Background: an optimization exercise with open tools, aiming at small area. Do not read the settings as production practice.
Where RTL was checked, it was by simulation tests only, not by an equivalence proof against the original.
Power figures rest on the tool's default switching activity, not on a simulated workload. No driver is modelled on the clock port, so clocking that relies on it looks cheaper here than on a real chip.

==> flow/design.v (excerpt) <==
module lcdm_framer (
    input  wire        clk,
    input  wire        rst,
    input  wire        op_valid,
    output wire        op_ready,
    input  wire [7:0]  op_sel,
    input  wire [15:0] op_arg,
    input  wire [7:0]  op_len,
    input  wire        hin_valid,
    output reg         hin_ready,
    input  wire [7:0]  hin_data,
    output reg         hout_valid,
    input  wire        hout_ready,
    output reg  [7:0]  hout_data,
    output reg         res_valid,
    output reg  [3:0]  res_code,
    output reg  [7:0]  res_byte,
    output reg         t_req_valid,
    input  wire        t_req_ready,
    output reg  [2:0]  t_req_kind,
    output reg  [15:0] t_req_data,
    output reg         t_req_last,
    input  wire        t_rsp_valid,
    output reg         t_rsp_ready,
    input  wire [7:0]  t_rsp_data,
    input  wire        t_rsp_last,
    input  wire        t_rsp_err,
    input  wire        t_rsp_empty
);
Size: roughly 1200 cells after synthesis, about 100 I/O pins, about 15000 um2 of cells after synthesis.
==> flow/config.mk <==
export PLATFORM = sky130hd
export DESIGN_NAME = lcdm_framer
export DESIGN_NICKNAME = lcdm_framer
export VERILOG_FILES = /design/flow/design.v
export SDC_FILE = /design/flow/constraint.sdc
export NUM_CORES = 4
export LEC_CHECK = 0
export CAP_MARGIN = 20
export CORE_MARGIN = 2
export CORE_UTILIZATION = 40
export SLEW_MARGIN = 20
==> flow/constraint.sdc <==
create_clock -name core_clock -period 10.0 [get_ports {clk}]
set_input_delay 2.0000 -clock core_clock [delete_from_list [all_inputs] [get_ports {clk}]]
set_output_delay 2.0000 -clock core_clock [all_outputs]
set_load 0.01 [all_outputs]
run.sh (not shown) runs the stock make flow with config.mk's settings and CLKGATE_MAP_FILE= SYNTH_SCRIPT=/design/flow/synth_recipe.tcl, a recipe that flattens the netlist after the stock synthesis.
The starting point passed the timing, design-rule and antenna checks.
Next try:
--- a/flow/config.mk
+++ b/flow/config.mk
@@ -7,0 +8 @@
+export ABC_AREA = 1
Routed wire length came out lower by 6.0%.
Core utilization came out higher by 0.46 points.
Design area came out higher by about 1%.
Worst setup slack degrades by 0.13 ns.
Combinational power came out lower by about 9%.
Sequential share of layout area came out lower by 0.56 points.
Total power came out lower by 2.2%.
Register-to-register slack improves by 0.28 ns.
Clock-buffer cell count came out lower by 3.
Die area hardly moves.

---

main:
Another version of the RTL of lcdm_framer (not shown whole).
Size in the first run: roughly 520 flip-flops, about 14000 sq um of cells after synthesis.
export LEC_CHECK = 0
export CAP_MARGIN = 20
export CORE_MARGIN = 2
export CORE_UTILIZATION = 60
export SLEW_MARGIN = 20
create_clock -name core_clock -period 10.0 [get_ports {clk}]
standard.sh (not shown) runs the stock make flow with config.mk's settings and CLKGATE_MAP_FILE= SYNTH_SCRIPT=/design/flow/synth_recipe.tcl, a recipe that flattens the netlist after the stock synthesis.
==> flow/flow/run.sh <==
#!/bin/bash
# Standard ORFS layout (the standard.sh, unchanged synthesis), with
# smaller port buffers and a clock tree built without dummy loads.
set -euo pipefail
export BUFFER_PORTS_ARGS="-buffer_cell sky130_fd_sc_hd__buf_1"
export CTS_ARGS="-sink_clustering_enable -repair_clock_nets -dont_use_dummy_load -sink_clustering_size 30 -sink_clustering_max_diameter 100 -buf_list {sky130_fd_sc_hd__clkbuf_16}"
bash standard.sh > standard_flow.log 2>&1
For the feature branch, these inputs were changed with respect to main:
- PLACE_DENSITY: unset -> 0.75
- CORE_UTILIZATION: 60 -> 70
==> flow/flow/run.sh <==
#!/bin/bash
# Standard ORFS layout (the standard.sh, unchanged synthesis), with
# smaller port buffers, a clock tree built without dummy loads, and
# power recovery (downsizing off the critical paths) after global route.
set -euo pipefail
export BUFFER_PORTS_ARGS="-buffer_cell sky130_fd_sc_hd__buf_1"
export CTS_ARGS="-sink_clustering_enable -repair_clock_nets -dont_use_dummy_load -sink_clustering_size 32 -sink_clustering_max_diameter 90 -buf_list {sky130_fd_sc_hd__clkbuf_16}"
export RECOVER_POWER=100
bash standard.sh > standard_flow.log 2>&1
==> run notes <==
Compared with main, the feature branch shows a count of plain and timing-repair buffers in the layout that is 2 higher.
NOTE: maximum clock frequency in the feature branch falls short of that of main
In the feature branch the implementation ran to completion but is not tape-out ready, as the final checks report capacitance limit, slew limit.
STATUS internal power contribution: the feature branch wins against main
Against main, the feature branch comes in about 3.3% lower on final cell count.
Wire length: the feature branch vs main up 16%
Cmp main and the feature branch / final HPWL from detailed placement / lower: main
The final reports for the feature branch and main show final area lower in the former.

---

lcdm_framer, a different RTL version from the one above (not shown whole).
Size in the first run: about 520 flip-flops, about 100 I/O pins, ~14,000 sq um of cells after synthesis.
clock: 10.0 ns
lec_check: 0
cap_margin: 20
core_margin: 2
core_utilization: 70
place_density: 0.75
slew_margin: 20
==> flow/flow/run.sh <==
#!/bin/bash
# Standard ORFS layout (the standard.sh, unchanged synthesis), with
# smaller port buffers, a clock tree built without dummy loads, and
# power recovery (downsizing off the critical paths) after global route.
set -euo pipefail
export BUFFER_PORTS_ARGS="-buffer_cell sky130_fd_sc_hd__buf_1"
export CTS_ARGS="-sink_clustering_enable -repair_clock_nets -dont_use_dummy_load -sink_clustering_size 34 -sink_clustering_max_diameter 90 -buf_list {sky130_fd_sc_hd__clkbuf_16}"
export RECOVER_POWER=100
bash standard.sh > standard_flow.log 2>&1
The baseline produced a clean layout.
Then changed:
==> flow/flow/run.sh (replaced) <==
#!/bin/bash
# Standard ORFS layout (the standard.sh, unchanged synthesis), with
# smaller port buffers, a clock tree built without dummy loads, and
# power recovery (downsizing off the critical paths) after global route.
set -euo pipefail
export BUFFER_PORTS_ARGS="-buffer_cell sky130_fd_sc_hd__buf_1"
export CTS_ARGS="-sink_clustering_enable -repair_clock_nets -dont_use_dummy_load -sink_clustering_size 30 -sink_clustering_max_diameter 100 -buf_list {sky130_fd_sc_hd__clkbuf_16}"
export RECOVER_POWER=100
bash standard.sh > standard_flow.log 2>&1
CORE_UTILIZATION = 60   (was 70)
PLACE_DENSITY = default   (was 0.75)
The new run finished with timing, DRC and antenna clean; cell area grows by 0.68%; final cell count went up by 3.4%; global-route usage fell by 7.9 points; worst setup slack gets better by 0.057 ns; power barely changes.
Then changed:
==> flow/flow/run.sh (replaced) <==
#!/bin/bash
# Standard ORFS layout (the standard.sh, unchanged synthesis), with
# smaller port buffers and a clock tree built without dummy loads.
set -euo pipefail
export BUFFER_PORTS_ARGS="-buffer_cell sky130_fd_sc_hd__buf_1"
export CTS_ARGS="-sink_clustering_enable -repair_clock_nets -dont_use_dummy_load -sink_clustering_size 30 -sink_clustering_max_diameter 100 -buf_list {sky130_fd_sc_hd__clkbuf_8 sky130_fd_sc_hd__clkbuf_16}"
bash standard.sh > standard_flow.log 2>&1
First-iteration DRC count goes down by a few percent.
Clock skew is about the same.
Total power increases slightly.
Utilization climbs by 0.27 points.
Sequential power is about the same.
Clock power hardly moves.
Die area stays the same.
Cell count does not change.
Setup slack improved by 0.79 ns.

---

== job 6897 ==
Another version of the RTL of lcdm_framer (not shown whole).
Size in the first run: roughly 1200 cells after synthesis, about 520 flip-flops, roughly 0.015 sq mm of cells after synthesis.
==> flow/config.mk <==
export PLATFORM = sky130hd
export DESIGN_NAME = lcdm_framer
export DESIGN_NICKNAME = lcdm_framer
export VERILOG_FILES = /design/flow/design.v
export SDC_FILE = /design/flow/constraint.sdc
export NUM_CORES = 4
export LEC_CHECK = 0
export CAP_MARGIN = 20
export CORE_MARGIN = 2
export CORE_UTILIZATION = 60
export SLEW_MARGIN = 20
==> flow/constraint.sdc <==
create_clock -name core_clock -period 10.0 [get_ports {clk}]
set_input_delay 2.0000 -clock core_clock [delete_from_list [all_inputs] [get_ports {clk}]]
set_output_delay 2.0000 -clock core_clock [all_outputs]
set_load 0.01 [all_outputs]
==> flow/flow/run.sh <==
#!/bin/bash
# Standard ORFS layout (the standard.sh, unchanged synthesis), with
# smaller port buffers and a clock tree built without dummy loads.
set -euo pipefail
export BUFFER_PORTS_ARGS="-buffer_cell sky130_fd_sc_hd__buf_1"
export CTS_ARGS="-sink_clustering_enable -repair_clock_nets -dont_use_dummy_load -sink_clustering_size 30 -sink_clustering_max_diameter 100 -buf_list {sky130_fd_sc_hd__clkbuf_8 sky130_fd_sc_hd__clkbuf_16}"
bash standard.sh > standard_flow.log 2>&1
The following lists how job 9778 was set up differently from job 6897:
==> flow/run.sh (new file) <==
#!/bin/bash
# synth_recipe.tcl (not shown) runs the flow's synth.tcl, then flattens the netlist and writes it again
# the make line also repeats each setting of config.mk as NAME=value (left out here)
make -C /OpenROAD-flow-scripts/flow DESIGN_CONFIG=/design/flow/config.mk WORK_HOME=/design/flow/orfs CLKGATE_MAP_FILE= SYNTH_SCRIPT=/design/flow/synth_recipe.tcl finish
--- a/flow/config.mk
+++ b/flow/config.mk
@@ -9,3 +9,4 @@
 export CORE_MARGIN = 2
-export CORE_UTILIZATION = 60
+export CORE_UTILIZATION = 40
+export CTS_BUF_LIST = sky130_fd_sc_hd__clkbuf_4
 export SLEW_MARGIN = 20
removed: flow/flow/run.sh
removed: flow/standard.sh
### Flow results
- Re end-of-flow core utilization: job 6897 was higher than job 9778.
- Taking job 9778 over job 6897, the upper clock frequency limit ratio works out to 0.863.
- Fraction of area in registers, job 6897 and job 9778: higher on job 6897
- Against job 6897, job 9778 reports a deepest level of the CTS H-tree that is higher.
- Compare job 6897 and job 9778 | overall power after layout lower: job 6897
- Relative to job 6897, smallest setup slack after layout has decreased by 0.82 ns in job 9778.
- From job 6897 to job 9778 the numbers moved as follows: initial core utilization down 21 points; share of total power in the clock network up 10 points; switching part of the total power down 0.33 points.
- Job 6897 and job 9778 ended up with nearly the same post-cts resize count.
Input-level comparison between job 1150 and job 9778:
--- a/flow/config.mk
+++ b/flow/config.mk
@@ -9,4 +9,4 @@
 export CORE_MARGIN = 2
-export CORE_UTILIZATION = 40
-export CTS_BUF_LIST = sky130_fd_sc_hd__clkbuf_4
+export CORE_UTILIZATION = 60
+export CTS_BUF_LIST = sky130_fd_sc_hd__clkbuf_2 sky130_fd_sc_hd__clkbuf_4
 export SLEW_MARGIN = 20
Results
- The higher hold slack of job 1150 and job 9778 is in job 1150.
- Met3 wire length: lower on job 9778
- In job 1150, the synthesis-to-finish area growth came out 2.2 points below the value in job 9778.
No functional check of the RTL was part of any run of this note.

[separate check: timing with driven ports]
Ports are ideal in the flow. The routed layouts listed here were re-timed in OpenROAD. Step 1 sets driving cells, clkbuf_16 on the clock port and buf_2 on the other inputs (assumed; they add their load-dependent delay and slew). Step 2 also shifts input and output timing later by t, the mid clock arrival at the registers, as if the neighbouring blocks saw the same clock. Three values: no drivers, after step 1, after step 2; two values: the first two.
run | t (ns) | slack for setup (ns) | pins driven straight from the clock port
the first run of note 1 | 0.603 | 4.267 / 4.163 / 4.163 | 1
the second run of note 1 | 0.612 | 4.139 / 4.114 / 4.114 | 1
main | 0.564 | 4.506 / 4.456 / 4.890 | 1
the feature branch | 0.570 | 3.811 / 3.762 / 4.332 | 1
the first run of note 3 | 0.552 | 4.006 / 3.958 / 4.510 | 1
the second run of note 3 | 0.553 | 4.062 / 4.012 / 4.566 | 1
the third run of note 3 | 0.553 | 4.851 / 4.801 / 4.905 | 1
job 6897 | 0.569 | 4.879 / 4.828 / 5.040 | 1
job 9778 | 0.796 | 4.064 / 4.022 / 4.154 | 1
job 1150 | 0.811 | 4.119 / 4.079 / 4.257 | 1
The setup slack of the first run of note 1, which loses most, moves by -0.104 ns with the drivers and by -0.104 ns with both steps.
